Background: an optimization exercise with open tools, aiming at small area, a short achievable clock period and few clock cycles per item. Do not read the settings as production practice. Only simulation tests tie the RTL to the original design; equivalence was not proved.

==> flow/design.v (outline; a module is shown in full before it is edited, if it fits) <==
// module sine_lut: 261 lines
// module tone_core: 2391 lines
// module fa_x: 10 lines
// module ha_x: 9 lines
module tone_core (
    input  wire        clk,
    input  wire        rst,
    input  wire        in_valid,
    output wire        in_ready,
    input  wire [1:0]  op,           
    input  wire [15:0] sample,
    input  wire [31:0] now,
    output reg         out_valid,
    output reg         emit_valid,
    output wire [11:0] emit12,
    output wire [7:0]  emitq,
    output reg         cand_valid,
    output reg  [10:0] cand,
    output reg         retuned,
    output wire [10:0] freq_o,
    output wire [11:0] wave12_o
);
  // ...
==> flow/flow/run.sh <==
#!/bin/bash
# The standard layout with two changes: plain buf_1 cells as the port buffers
# that the standard flow inserts at every input and output, and clock tree
# synthesis without dummy loads.
set -euo pipefail
bash standard.sh finish \
  "BUFFER_PORTS_ARGS=-buffer_cell sky130_fd_sc_hd__buf_1" \
  "CTS_ARGS=-sink_clustering_enable -repair_clock_nets -dont_use_dummy_load" \
  > orfs_make.log 2>&1
==> flow/standard.sh <==
#!/bin/bash
# synth_recipe.tcl (not shown) runs the flow's synth.tcl, then flattens the netlist and writes it again
# the make line also repeats each setting of config.mk as NAME=value (left out here)
make -C /OpenROAD-flow-scripts/flow DESIGN_CONFIG=/design/flow/config.mk WORK_HOME=/design/flow/orfs CLKGATE_MAP_FILE= SYNTH_SCRIPT=/design/flow/synth_recipe.tcl "${@:-finish}"
==> flow/config.mk <==
export PLATFORM = sky130hd
export DESIGN_NAME = tone_core
export DESIGN_NICKNAME = tone_core
export VERILOG_FILES = /design/flow/design.v
export SDC_FILE = /design/flow/constraint.sdc
export NUM_CORES = 4
export LEC_CHECK = 0
export CAP_MARGIN = 20
export CORE_MARGIN = 2
export CORE_UTILIZATION = 55
export SLEW_MARGIN = 20
export SYNTH_HIERARCHICAL = 1
export SYNTH_MEMORY_MAX_BITS = 16384
==> flow/constraint.sdc <==
create_clock -name core_clock -period 45.0 [get_ports {clk}]
set_input_delay 9.0000 -clock core_clock [delete_from_list [all_inputs] [get_ports {clk}]]
set_output_delay 9.0000 -clock core_clock [all_outputs]
set_load 0.01 [all_outputs]
==> impl_metrics.tcl, run 1 <==
set metrics [dict create \
    status "complete, no violations" \
    crit_cells 1 \
    min-delay-start "cand2[7]$_DFF_P_" \
    multiInputGateArea_um2 18400 \
    dr_wl_met3_um 2900 \
    min_path_type "reg2reg" \
    worstPathArrival_ns 1.12 \
    r2r-end "wave_r[10]$_DFF_P_" \
    post_cts_buffers 0 \
    ant_nets 0 \
    multi_input_area_share 0.629 \
    period_share 0.225 \
    port-buffer-count 111 \
    hold_viol_final 0 \
    path_class "reg2out" \
    bufAreaShareNonClock 0.0217 \
    fin_ws_ns 34.88 \
    critPathLaunch "out_valid$_SDFF_PP0_" \
    wire_per_inst_um 18.0 \
    rsz0062_at_grt "false" \
    final_area_um2 29300 \
    antenna_found_initial 0 \
    first_pass_iters 5 \
    final_common_cell "ha_1" \
    period_minus_slack_ns 10.12 \
    dominant_cells "multi-input gates" \
    grt_use_met3 0.0314 \
    syn_area_um2 27500 \
    synth.distinct_cells 85 \
    synth_top_area_frac 0.223 \
    areaGrowthSynthToFinish_pct 6.31 \
    synth_seq_area_share 0.277 \
    nNonClkBuffers 140 \
    finalNonFillerCells 3523 \
    yosys.area_share.simple 0.127 \
    totalWireLength_um 63400 \
    clk_share 0.0333 \
    coreArea_um2 49800 \
    wl_met1_um 28500 \
    endpoint "out_valid" \
    cpLargestDelayFamily "flip-flops" \
    vias_per_cell 5.69 \
]
Testbench counts, summed over its fixed seeds: cycles 24,336, items 24,000.
==> run 2: changes to the inputs <==
--- a/flow/design.v
+++ b/flow/design.v
@@ -1216,38 +1216,37 @@
     wire        top = |dt[30:20];
     wire        mid = |dt[19:10];
     reg  [1:0]  nxt;
     reg  [20:0] dt1;          
     reg         top1;         
     reg  [10:0] fb1;          
     reg  [10:0] fbm;
     reg  [10:0] chm;
-    reg         u_ph, u_acc, v_ph, psh, wph, wacc, last;
+    reg         u_ph, v_acc, psh, wph, wacc, last;
     reg  [1:0]  nxt_n;
     always @(*) begin
-        u_ph = 1'b0; u_acc = 1'b0; v_ph = 1'b0; psh = 1'b0;
+        u_ph = 1'b0; v_acc = 1'b0; psh = 1'b0;
         wph = 1'b0; wacc = 1'b0; last = 1'b1; nxt_n = 2'd0;
         if (rdy) begin
             fbm = freq;
             chm = {1'b0, dt[9:0]};
             u_ph = adv;
+            wph = adv;
             if (adv & (top | mid)) begin
-                wacc = 1'b1; last = 1'b0; nxt_n = top ? 2'd2 : 2'd1;
-            end else begin
-                wph = adv;
+                last = 1'b0; nxt_n = top ? 2'd2 : 2'd1;
             end
         end else if (nxt[1]) begin
             fbm = fb1;
             chm = dt1[20:10];
-            psh = 1'b1; wph = 1'b1; last = 1'b0; nxt_n = 2'd1;
+            psh = 1'b1; wacc = 1'b1; last = 1'b0; nxt_n = 2'd1;
         end else begin
             fbm = fb1;
             chm = {1'b0, dt1[9:0]};
-            u_acc = 1'b1; v_ph = top1; psh = 1'b1; wph = 1'b1;
+            u_ph = 1'b1; v_acc = top1; psh = 1'b1; wph = 1'b1;
         end
     end
     wire pm_t1, pm_t2;
     ha_x u_pm_t1 (.a((fbm[0] & chm[9])), .b((fbm[1] & chm[8])), .s(pm_t1), .co(pm_t2));
     wire pm_t3, pm_t4;
     fa_x u_pm_t3 (.a((fbm[0] & chm[10])), .b((fbm[1] & chm[9])), .c((fbm[2] & chm[8])), .s(pm_t3), .co(pm_t4));
     wire pm_t5, pm_t6;
     ha_x u_pm_t5 (.a((fbm[3] & chm[7])), .b((fbm[4] & chm[6])), .s(pm_t5), .co(pm_t6));
@@ -1540,17 +1539,17 @@
     wire pm_hi_s16 = 1'b0 ^ pm_hi_G15;
     wire [16:0] pm_hi = {pm_hi_s16, pm_hi_s15, pm_hi_s14, pm_hi_s13, pm_hi_s12, pm_hi_s11, pm_hi_s10, pm_hi_s9, pm_hi_s8, pm_hi_s7, pm_hi_s6, pm_hi_s5, pm_hi_s4, pm_hi_s3, pm_hi_s2, pm_hi_s1, 1'b0};
     wire [21:0] pm = {pm_hi[16], pm_hi[15], pm_hi[14], pm_hi[13], pm_hi[12], pm_hi[11], pm_hi[10], pm_hi[9], pm_hi[8], pm_hi[7], pm_hi[6], pm_hi[5], pm_hi[4], pm_hi[3], pm_hi[2], pm_hi[1], pm_lo[5], pm_lo[4], pm_lo[3], pm_lo[2], pm_lo[1], pm_lo[0]};
     reg        rst_r;
     always @(posedge clk) rst_r <= rst;
     reg        v1, ev1, cv1, ret1;
     reg [10:0] cand1;
     reg [21:0] p1;
-    reg        u_ph1, u_acc1, v_ph1, psh1, wph1, wacc1, last1;
+    reg        u_ph1, v_acc1, psh1, wph1, wacc1, last1;
     always @(posedge clk) begin
         if (rst_r) begin
             last_ts <= 32'd0;
             freq    <= 11'd0;
             upd_ts  <= 32'd0;
         end else begin
             if (adv) last_ts <= n0;
             if (ret) begin
@@ -1577,26 +1576,25 @@
             ret1  <= ret;
             cand1 <= map_cand;
             dt1   <= dt[30:10];
             top1  <= top;
             fb1   <= freq;
         end
         p1     <= pm;
         u_ph1  <= u_ph;
-        u_acc1 <= u_acc;
-        v_ph1  <= v_ph;
+        v_acc1 <= v_acc;
         psh1   <= psh;
         wacc1  <= wacc;
         last1  <= last;
     end
     reg  [22:0] acc;
     reg  [22:0] phase;
-    wire [22:0] uu  = (u_ph1 ? phase : 23'd0) | (u_acc1 ? acc : 23'd0);
-    wire [22:0] vv  = v_ph1 ? phase : 23'd0;
+    wire [22:0] uu  = u_ph1 ? phase : 23'd0;
+    wire [22:0] vv  = v_acc1 ? acc : 23'd0;
     wire [31:0] pmx = psh1 ? {p1, 10'd0} : {10'd0, p1};
     wire xs_t1, xs_t2;
     ha_x u_xs_t1 (.a(uu[10]), .b(vv[0]), .s(xs_t1), .co(xs_t2));
     wire xs_t3, xs_t4;
     fa_x u_xs_t3 (.a(uu[11]), .b(vv[1]), .c(pmx[11]), .s(xs_t3), .co(xs_t4));
     wire xs_t5, xs_t6;
     fa_x u_xs_t5 (.a(uu[12]), .b(vv[2]), .c(pmx[12]), .s(xs_t5), .co(xs_t6));
     wire xs_t7, xs_t8;
@@ -2608,33 +2606,69 @@
     wire li_s5 = li_p5 ^ li_G10;
     wire li_s6 = li_p6 ^ li_G8;
     wire li_s7 = li_p7 ^ li_G11;
     wire [7:0] li = {li_s7, li_s6, li_s5, li_s4, li_s3, li_s2, li_s1, li_p0};
     wire [8:0]  tf;
     sine_lut u_lut (.idx(li), .val(tf));
     wire [10:0] tv_r0 = {li[7], li[6], tf[8], tf[7], tf[6], tf[5], tf[4], tf[3], tf[2], tf[1], tf[0]};
     wire [10:0] tv_r1 = {1'b0, 1'b0, li[5], li[4], li[3], li[2], li[1], li[0], 1'b0, 1'b0, 1'b0};
-    wire tv_s3, tv_c3;
-    ha_x u_tv_s3 (.a(tf[3]), .b(li[0]), .s(tv_s3), .co(tv_c3));
-    wire tv_s4, tv_c4;
-    fa_x u_tv_s4 (.a(tf[4]), .b(li[1]), .c(tv_c3), .s(tv_s4), .co(tv_c4));
-    wire tv_s5, tv_c5;
-    fa_x u_tv_s5 (.a(tf[5]), .b(li[2]), .c(tv_c4), .s(tv_s5), .co(tv_c5));
-    wire tv_s6, tv_c6;
-    fa_x u_tv_s6 (.a(tf[6]), .b(li[3]), .c(tv_c5), .s(tv_s6), .co(tv_c6));
-    wire tv_s7, tv_c7;
-    fa_x u_tv_s7 (.a(tf[7]), .b(li[4]), .c(tv_c6), .s(tv_s7), .co(tv_c7));
-    wire tv_s8, tv_c8;
-    fa_x u_tv_s8 (.a(tf[8]), .b(li[5]), .c(tv_c7), .s(tv_s8), .co(tv_c8));
-    wire tv_s9, tv_c9;
-    ha_x u_tv_s9 (.a(li[6]), .b(tv_c8), .s(tv_s9), .co(tv_c9));
-    wire tv_s10, tv_c10;
-    ha_x u_tv_s10 (.a(li[7]), .b(tv_c9), .s(tv_s10), .co(tv_c10));
-    wire [10:0] tv = {tv_s10, tv_s9, tv_s8, tv_s7, tv_s6, tv_s5, tv_s4, tv_s3, tf[2], tf[1], tf[0]};
+    wire tv_p3, tv_g3;
+    ha_x u_tv_p3 (.a(tf[3]), .b(li[0]), .s(tv_p3), .co(tv_g3));
+    wire tv_p4, tv_g4;
+    ha_x u_tv_p4 (.a(tf[4]), .b(li[1]), .s(tv_p4), .co(tv_g4));
+    wire tv_p5, tv_g5;
+    ha_x u_tv_p5 (.a(tf[5]), .b(li[2]), .s(tv_p5), .co(tv_g5));
+    wire tv_p6, tv_g6;
+    ha_x u_tv_p6 (.a(tf[6]), .b(li[3]), .s(tv_p6), .co(tv_g6));
+    wire tv_p7, tv_g7;
+    ha_x u_tv_p7 (.a(tf[7]), .b(li[4]), .s(tv_p7), .co(tv_g7));
+    wire tv_p8, tv_g8;
+    ha_x u_tv_p8 (.a(tf[8]), .b(li[5]), .s(tv_p8), .co(tv_g8));
+    wire tv_G1 = 1'b0 | (tf[1] & 1'b0);
+    wire tv_P1 = tf[1] & tf[0];
+    wire tv_G2 = tv_g3 | (tv_p3 & 1'b0);
+    wire tv_P2 = tv_p3 & tf[2];
+    wire tv_G3 = tv_g5 | (tv_p5 & tv_g4);
+    wire tv_P3 = tv_p5 & tv_p4;
+    wire tv_G4 = tv_g7 | (tv_p7 & tv_g6);
+    wire tv_P4 = tv_p7 & tv_p6;
+    wire tv_G5 = 1'b0 | (li[6] & tv_g8);
+    wire tv_P5 = li[6] & tv_p8;
+    wire tv_G6 = tv_G2 | (tv_P2 & tv_G1);
+    wire tv_P6 = tv_P2 & tv_P1;
+    wire tv_G7 = tv_G4 | (tv_P4 & tv_G3);
+    wire tv_P7 = tv_P4 & tv_P3;
+    wire tv_G8 = tv_G7 | (tv_P7 & tv_G6);
+    wire tv_P8 = tv_P7 & tv_P6;
+    wire tv_G9 = tv_G3 | (tv_P3 & tv_G6);
+    wire tv_P9 = tv_P3 & tv_P6;
+    wire tv_G10 = tv_G5 | (tv_P5 & tv_G8);
+    wire tv_P10 = tv_P5 & tv_P8;
+    wire tv_G11 = 1'b0 | (tf[2] & tv_G1);
+    wire tv_P11 = tf[2] & tv_P1;
+    wire tv_G12 = tv_g4 | (tv_p4 & tv_G6);
+    wire tv_P12 = tv_p4 & tv_P6;
+    wire tv_G13 = tv_g6 | (tv_p6 & tv_G9);
+    wire tv_P13 = tv_p6 & tv_P9;
+    wire tv_G14 = tv_g8 | (tv_p8 & tv_G8);
+    wire tv_P14 = tv_p8 & tv_P8;
+    wire tv_G15 = 1'b0 | (li[7] & tv_G10);
+    wire tv_P15 = li[7] & tv_P10;
+    wire tv_s1 = tf[1] ^ 1'b0;
+    wire tv_s2 = tf[2] ^ tv_G1;
+    wire tv_s3 = tv_p3 ^ tv_G11;
+    wire tv_s4 = tv_p4 ^ tv_G6;
+    wire tv_s5 = tv_p5 ^ tv_G12;
+    wire tv_s6 = tv_p6 ^ tv_G9;
+    wire tv_s7 = tv_p7 ^ tv_G13;
+    wire tv_s8 = tv_p8 ^ tv_G8;
+    wire tv_s9 = li[6] ^ tv_G14;
+    wire tv_s10 = li[7] ^ tv_G10;
+    wire [10:0] tv = {tv_s10, tv_s9, tv_s8, tv_s7, tv_s6, tv_s5, tv_s4, tv_s3, tv_s2, tv_s1, tf[0]};
     wire [10:0] tn = neg3 ? (~tv + 11'd1) : tv;
     wire [11:0] w  = {~neg3 | (tv == 11'd0), tn};
     reg [10:0] freq_r;
     reg [11:0] wave_r;
     always @(posedge clk) begin
         if (rst) out_valid <= 1'b0;
         else     out_valid <= v3;
         if (rst_r)           freq_r <= 11'd0;
==> flow/flow/run.sh (replaced) <==
#!/bin/bash
# The standard layout with two changes: plain buf_1 cells as the port buffers
# that the standard flow inserts at every input and output, and clock tree
# synthesis with larger sink clusters and without dummy loads.
set -euo pipefail
bash standard.sh finish \
  "BUFFER_PORTS_ARGS=-buffer_cell sky130_fd_sc_hd__buf_1" \
  "CTS_ARGS=-sink_clustering_enable -sink_clustering_size 25 -sink_clustering_max_diameter 100 -repair_clock_nets -dont_use_dummy_load" \
  > orfs_make.log 2>&1
==> run 2 against run 1 <==
Still clean. Register-to-register slack gained 1.1 ns. Via count decreased by 0.85%. Flip-flop and latch count fell by 1. Highest routed layer unchanged.
==> impl_metrics.tcl, run 2 <==
set metrics [dict create \
    status "complete, no violations" \
    ant_nets 0 \
    r2r-start "phase[21]$_SDFFE_PP0P_" \
    cts_buffer_depth 3 \
    critPathLaunch "wave_r[8]$_DFF_P_" \
    fin_tns_setup_ns 0 \
    place_congestion 0.938 \
    grt_pass1_wl_um 102000 \
    critPathLaunchType "register" \
    crit_buf_inv 1 \
    hold_depth 0 \
    fillers 4351 \
    n_antenna_cell 0 \
    start_util 0.559 \
    ys_top_cells_by_count "ha_1, nor2_1, dfxtp_1" \
    async_flop_share 0 \
    final_common_cell "ha_1" \
    vias_per_cell 5.66 \
    worstPathArrival_ns 1.08 \
    top_regs "last_ts (32), n0 (32), upd_ts (32)" \
    coreArea_um2 49200 \
    cpPeakStageDelay_ns 0.37 \
    slew_headroom 0.206 \
    syn_area_um2 27500 \
    final_max_slew_viol_count 0 \
    cts.sink_count 328 \
    critPathSlowestCell "dfxtp_1" \
    drc_errors 0 \
    cp-end-kind "output port" \
    cpLargestDelayFamily "flip-flops" \
    clk_latency_ns 0.57 \
    setup_viol_count_final 0 \
    ff_latch_area_um2 7630 \
    period_share 0.224 \
    critical_path.cell_chain "buf_1" \
    layout_common_cells "ha_1, nor2_1, dfxtp_1, inv_1, fa_1" \
    track_usage 0.245 \
    drt-initial-drc-count 1168 \
    num_rows 81 \
    antenna_found_initial 0 \
    rsz0062_at_grt "false" \
    min_path_type "reg2reg" \
    synth-seq-cells 328 \
    grt_max_degree 75 \
    rr_worst_depth 42 \
    drive_gt1_frac 0.0439 \
    ys_warn_count 8 \
    timing.hold.ws_ns 0.322 \
    multiInputGateArea_um2 18500 \
    cts_tree "yes" \
    totalWireLength_um 62400 \
    synthTopCellsByArea "ha_1, dfxtp_1, edfxtp_1, fa_1, nor2_1" \
    wire_per_inst_um 17.8 \
    synth_top_area_cell "ha_1" \
    dieArea_um2 51700 \
    syn_inst 2813 \
    synth-main-ff-cell "dfxtp_1" \
    cts_hold_buffers 0 \
    maxClockFrequency_mhz 99.2 \
    areaGrowthSynthToFinish_pct 5.12 \
    worst_slew_pin_slew_ns 1.19 \
    first_pass_iters 5 \
    post_cts_buffers 0 \
    hpwl_um 48300 \
    crit_cells 1 \
    ctsResizeCount 0 \
    port-buffer-count 111 \
    htree_levels 1 \
    route.vias.total 19900 \
    period_minus_slack_ns 10.08 \
    path_max_fanout 3 \
    postSynthAreaPerCell_um2 9.76 \
    skew_ns 0.0507 \
    grt_pass1_vias 19800 \
    synth.distinct_cells 81 \
    io_pins 112 \
    die_width_um 227 \
    clkTransAtPathRegs_ns 0.09 \
    hold_viol_final 0 \
    synth_seq_area_share 0.277 \
    path_class "reg2out" \
    die_h_um 227 \
    cts_root_buf "clkbuf_16" \
    grt-ovfl-total 0 \
    min-delay-start "cv3$_DFF_P_" \
    cts_made_buffers 21 \
    final_util 0.587 \
    max-cap-violations 0 \
    required_ns 36.00 \
    synth_top_area_frac 0.226 \
    nNetsFinal 3557 \
    synth_edf_count 105 \
    post-synth-top-count-cell "ha_1" \
]
==> run 2: worst paths after layout <==
check                  endpoint  slack (ns)
min reg2reg  cand_valid$_DFF_P_        0.32
max                 wave12_o[8]       34.92
max reg2reg          k2$_DFF_P_       36.10
min          cand_valid$_DFF_P_        0.32
==> run 2: through the flow <==
step | std cells | area [um2] | worst slack, ns
3_3_place_gp | 3492 | 28300 | 35.07
3_5_place_dp | 3493 | 28300 | 35.06
5_1_grt | 3514 | 28900 | 34.87
2_1_floorplan | 2818 | 27500 | 34.98
4_1_cts | 3514 | 28900 | 34.89
6_report | 3514 | 28900 | 34.92
==> run 2: area by class of cell <==
type	instances	area share
clock buffers	21	0.0182
inverters	191	0.0248
multi-input cells	2169	0.642
flip-flops and latches	328	0.264
well taps	664	0.0288
repair buffers	141	0.0222
==> run 2: Yosys stat by module (local to each module, per instance) <==
module | cells inside | flip-flops and latches | copies in the design
fa_x | 1 | 0 | 156
ha_x | 1 | 0 | 360
sine_lut | 377 | 0 | 1
tone_core | 1920 | 328 | 1
==> run 2: cells by family after synthesis <==
group                      after synthesis  synth area share
adders and majority gates              652             0.340
DFF                                    328             0.277
and+or+nand+nor                        808             0.136
xor gates and xnor gates               111            0.0354
buffers and inverters                  321            0.0505
AOI/OAI and AO/OA                      476             0.116
muxes                                  116            0.0451
other                                    1          0.000137
==> run 2: layer usage <==
layer | track usage | routed length (um) | up-vias
met4 | 0.0538 | 1330 | 0
li1 | - | - | 9827
met3 | 0.0259 | 2640 | 78
met2 | 0.432 | 30200 | 412
met1 | 0.326 | 28200 | 9576
met5 | 0 | 0 | -
Testbench counts of run 2, summed over its fixed seeds: cycles 24,336, items 24,000.
==> run 3: changes to the inputs <==
--- a/flow/flow/run.sh
+++ b/flow/flow/run.sh
@@ -6,4 +6,4 @@
 bash standard.sh finish \
   "BUFFER_PORTS_ARGS=-buffer_cell sky130_fd_sc_hd__buf_1" \
-  "CTS_ARGS=-sink_clustering_enable -sink_clustering_size 25 -sink_clustering_max_diameter 100 -repair_clock_nets -dont_use_dummy_load" \
+  "CTS_ARGS=-sink_clustering_enable -sink_clustering_size 30 -sink_clustering_max_diameter 100 -repair_clock_nets -dont_use_dummy_load" \
   > orfs_make.log 2>&1
==> run 3 against run 2 <==
Still clean. Utilization fell by 0.10 points. Cell count barely moved. Flip-flop and latch count did not move. First-iteration DRC count rose by 4.3%. Synthesized cell count did not move. Count of clock-buffer cells in the layout fell by 2. Cell area fell by 0.17%. Critical path depth did not move.
==> impl_metrics.tcl, run 3 <==
set metrics [dict create \
    layout_common_cells "ha_1, nor2_1, dfxtp_1, inv_1, fa_1" \
    track_usage 0.244 \
    hold_viol_final 0 \
    final_area_um2 28800 \
    antenna_found_initial 0 \
    cts_buffer_depth 3 \
    async_flop_share 0 \
    clkTransAtPathRegs_ns 0.11 \
    die_width_um 227 \
    num_rows 81 \
    required_ns 36.00 \
    cts_root_buf "clkbuf_16" \
    ctsResizeCount 0 \
    period_minus_slack_ns 10.07 \
    max-cap-violations 0 \
    worst_slew_pin_slew_ns 1.13 \
    syn_inst 2813 \
    dieArea_um2 51700 \
    coreArea_um2 49200 \
    synth_top_area_frac 0.226 \
    clk_latency_ns 0.57 \
    path_class "reg2out" \
    route.vias.total 19900 \
    status "complete, no violations" \
    cts_made_buffers 19 \
    synth_seq_area_share 0.277 \
    fin_tns_setup_ns 0 \
    worstPathArrival_ns 1.07 \
    start_util 0.559 \
    critPathLaunchType "register" \
    nNetsFinal 3555 \
    fillers 4361 \
    min_path_type "reg2reg" \
    htree_levels 1 \
    final_common_cell "ha_1" \
    critPathSlowestCell "dfxtp_1" \
    cts_hold_buffers 0 \
    crit_buf_inv 1 \
    vias_per_cell 5.66 \
    post-synth-top-count-cell "ha_1" \
    wire_per_inst_um 17.7 \
    place_congestion 0.938 \
    port-buffer-count 111 \
    synth_top_area_cell "ha_1" \
    synth.distinct_cells 81 \
    synth_edf_count 105 \
    totalWireLength_um 62000 \
    critical_path.cell_chain "buf_1" \
    grt-ovfl-total 0 \
    final_max_slew_viol_count 0 \
    period_share 0.224 \
    grt_pass1_wl_um 101000 \
    grt_pass1_vias 19700 \
    ys_warn_count 8 \
    skew_ns 0.0582 \
    path_max_fanout 3 \
    fin_ws_ns 34.93 \
    ant_nets 0 \
    cpLargestDelayFamily "flip-flops" \
    drc_errors 0 \
    setup_viol_count_final 0 \
    placed_area_um2 28300 \
    cts.sink_count 328 \
    rsz0062_at_grt "false" \
    synth-seq-cells 328 \
    cts_tree "yes" \
    cp-end-kind "output port" \
    syn_area_um2 27500 \
    slew_headroom 0.246 \
    synth-main-ff-cell "dfxtp_1" \
    ys_top_cells_by_count "ha_1, nor2_1, dfxtp_1" \
    cpPeakStageDelay_ns 0.37 \
    pre_cts_ws_ns 35.06 \
    grt_max_degree 75 \
    synthTopCellsByArea "ha_1, dfxtp_1, edfxtp_1, fa_1, nor2_1" \
    n_antenna_cell 0 \
    final_util 0.586 \
    drt-initial-drc-count 1218 \
    postSynthAreaPerCell_um2 9.76 \
    first_pass_iters 5 \
    maxClockFrequency_mhz 99.3 \
    io_pins 112 \
    hpwl_um 48300 \
    post_cts_buffers 0 \
    top_regs "last_ts (32), n0 (32), upd_ts (32)" \
    drive_gt1_frac 0.0432 \
    die_h_um 227 \
    areaGrowthSynthToFinish_pct 4.94 \
]
==> run 3: cell counts after synthesis <==
No cell type changed its count.
==> run 3: final cells by class <==
class	count	area, um2	area share
flip-flops and latches	328	7630	0.265
inverters	191	717	0.0249
repair buffers	141	642	0.0223
multi-input cells	2169	18500	0.643
clock buffers	19	475	0.0165
well taps	664	831	0.0288
==> run 3: per-module statistics from Yosys, one instance, submodules excluded <==
module / copies in the design / cells / flops+latches
tone_core: 1 / 1920 / 328
sine_lut: 1 / 377 / 0
fa_x: 156 / 1 / 0
ha_x: 360 / 1 / 0
==> run 3: kinds of logic after synthesis <==
kind of cell,after synthesis,synth area share
other cells,1,0.000137
buf+inv,321,0.0505
fa+ha+maj,652,0.340
compound gates,476,0.116
xor+xnor,111,0.0354
mux,116,0.0451
flops,328,0.277
simple gates,808,0.136
==> run 3: per-layer routing <==
layer / share of wire / vias to the layer above / GRT usage
met5: 0 / - / 0
met4: 0.023 / 0 / 0.0609
met3: 0.043 / 80 / 0.0252
met2: 0.48 / 409 / 0.424
met1: 0.45 / 9549 / 0.326
li1: - / 9827 / -
==> run 3: path summary, 6_finish.rpt <==
path                           from          endpoint  slack [ns]  depth (start not counted)
max               wave_r[8]$_DFF_P_       wave12_o[8]       34.93                          1
min                cand2[8]$_DFF_P_  cand3[8]$_DFF_P_        0.31                          0
min reg2reg        cand2[8]$_DFF_P_  cand3[8]$_DFF_P_        0.31                          0
max reg2reg  phase[21]$_SDFFE_PP0P_        k2$_DFF_P_       36.09                         42
==> run 3: stage by stage <==
step                      hold WS, ns  std cells
after floorplan                 0.310       2818
after global placement          0.310       3492
after detailed placement        0.312       3493
after CTS                       0.308       3512
after global routing            0.301       3512
final                           0.305       3512

==> port drivers added, routing unchanged <==
In the flow no input, the clock included, has a driving cell. The finished layouts below were timed again as built, in two steps.
Step 1 assumes that a clkbuf_16 drives the clock port and a buf_2 every other input.
Step 2 moves the port delays by t, midway between the first and last clock arrival at a register: inputs arrive t later, outputs are due t later. That takes back most of the time a late clock gives input paths.
Slacks: ideal / step 1 / step 2; pairs: ideal / step 1.
run | shift t [ns] | setup slack, ns | worst register clock-pin slew, ns
run 1 | 0.593 | 34.881 / 34.822 / 34.629 | 0.06 / 0.06
run 2 | 0.589 | 34.921 / 34.862 / 35.049 | 0.10 / 0.10
run 3 | 0.586 | 34.933 / 34.874 / 35.067 | 0.11 / 0.11
After both steps setup and hold are still met in every run listed. For run 1, which loses most, drivers alone change the setup slack by -0.059 ns; drivers and shift together by -0.252 ns.
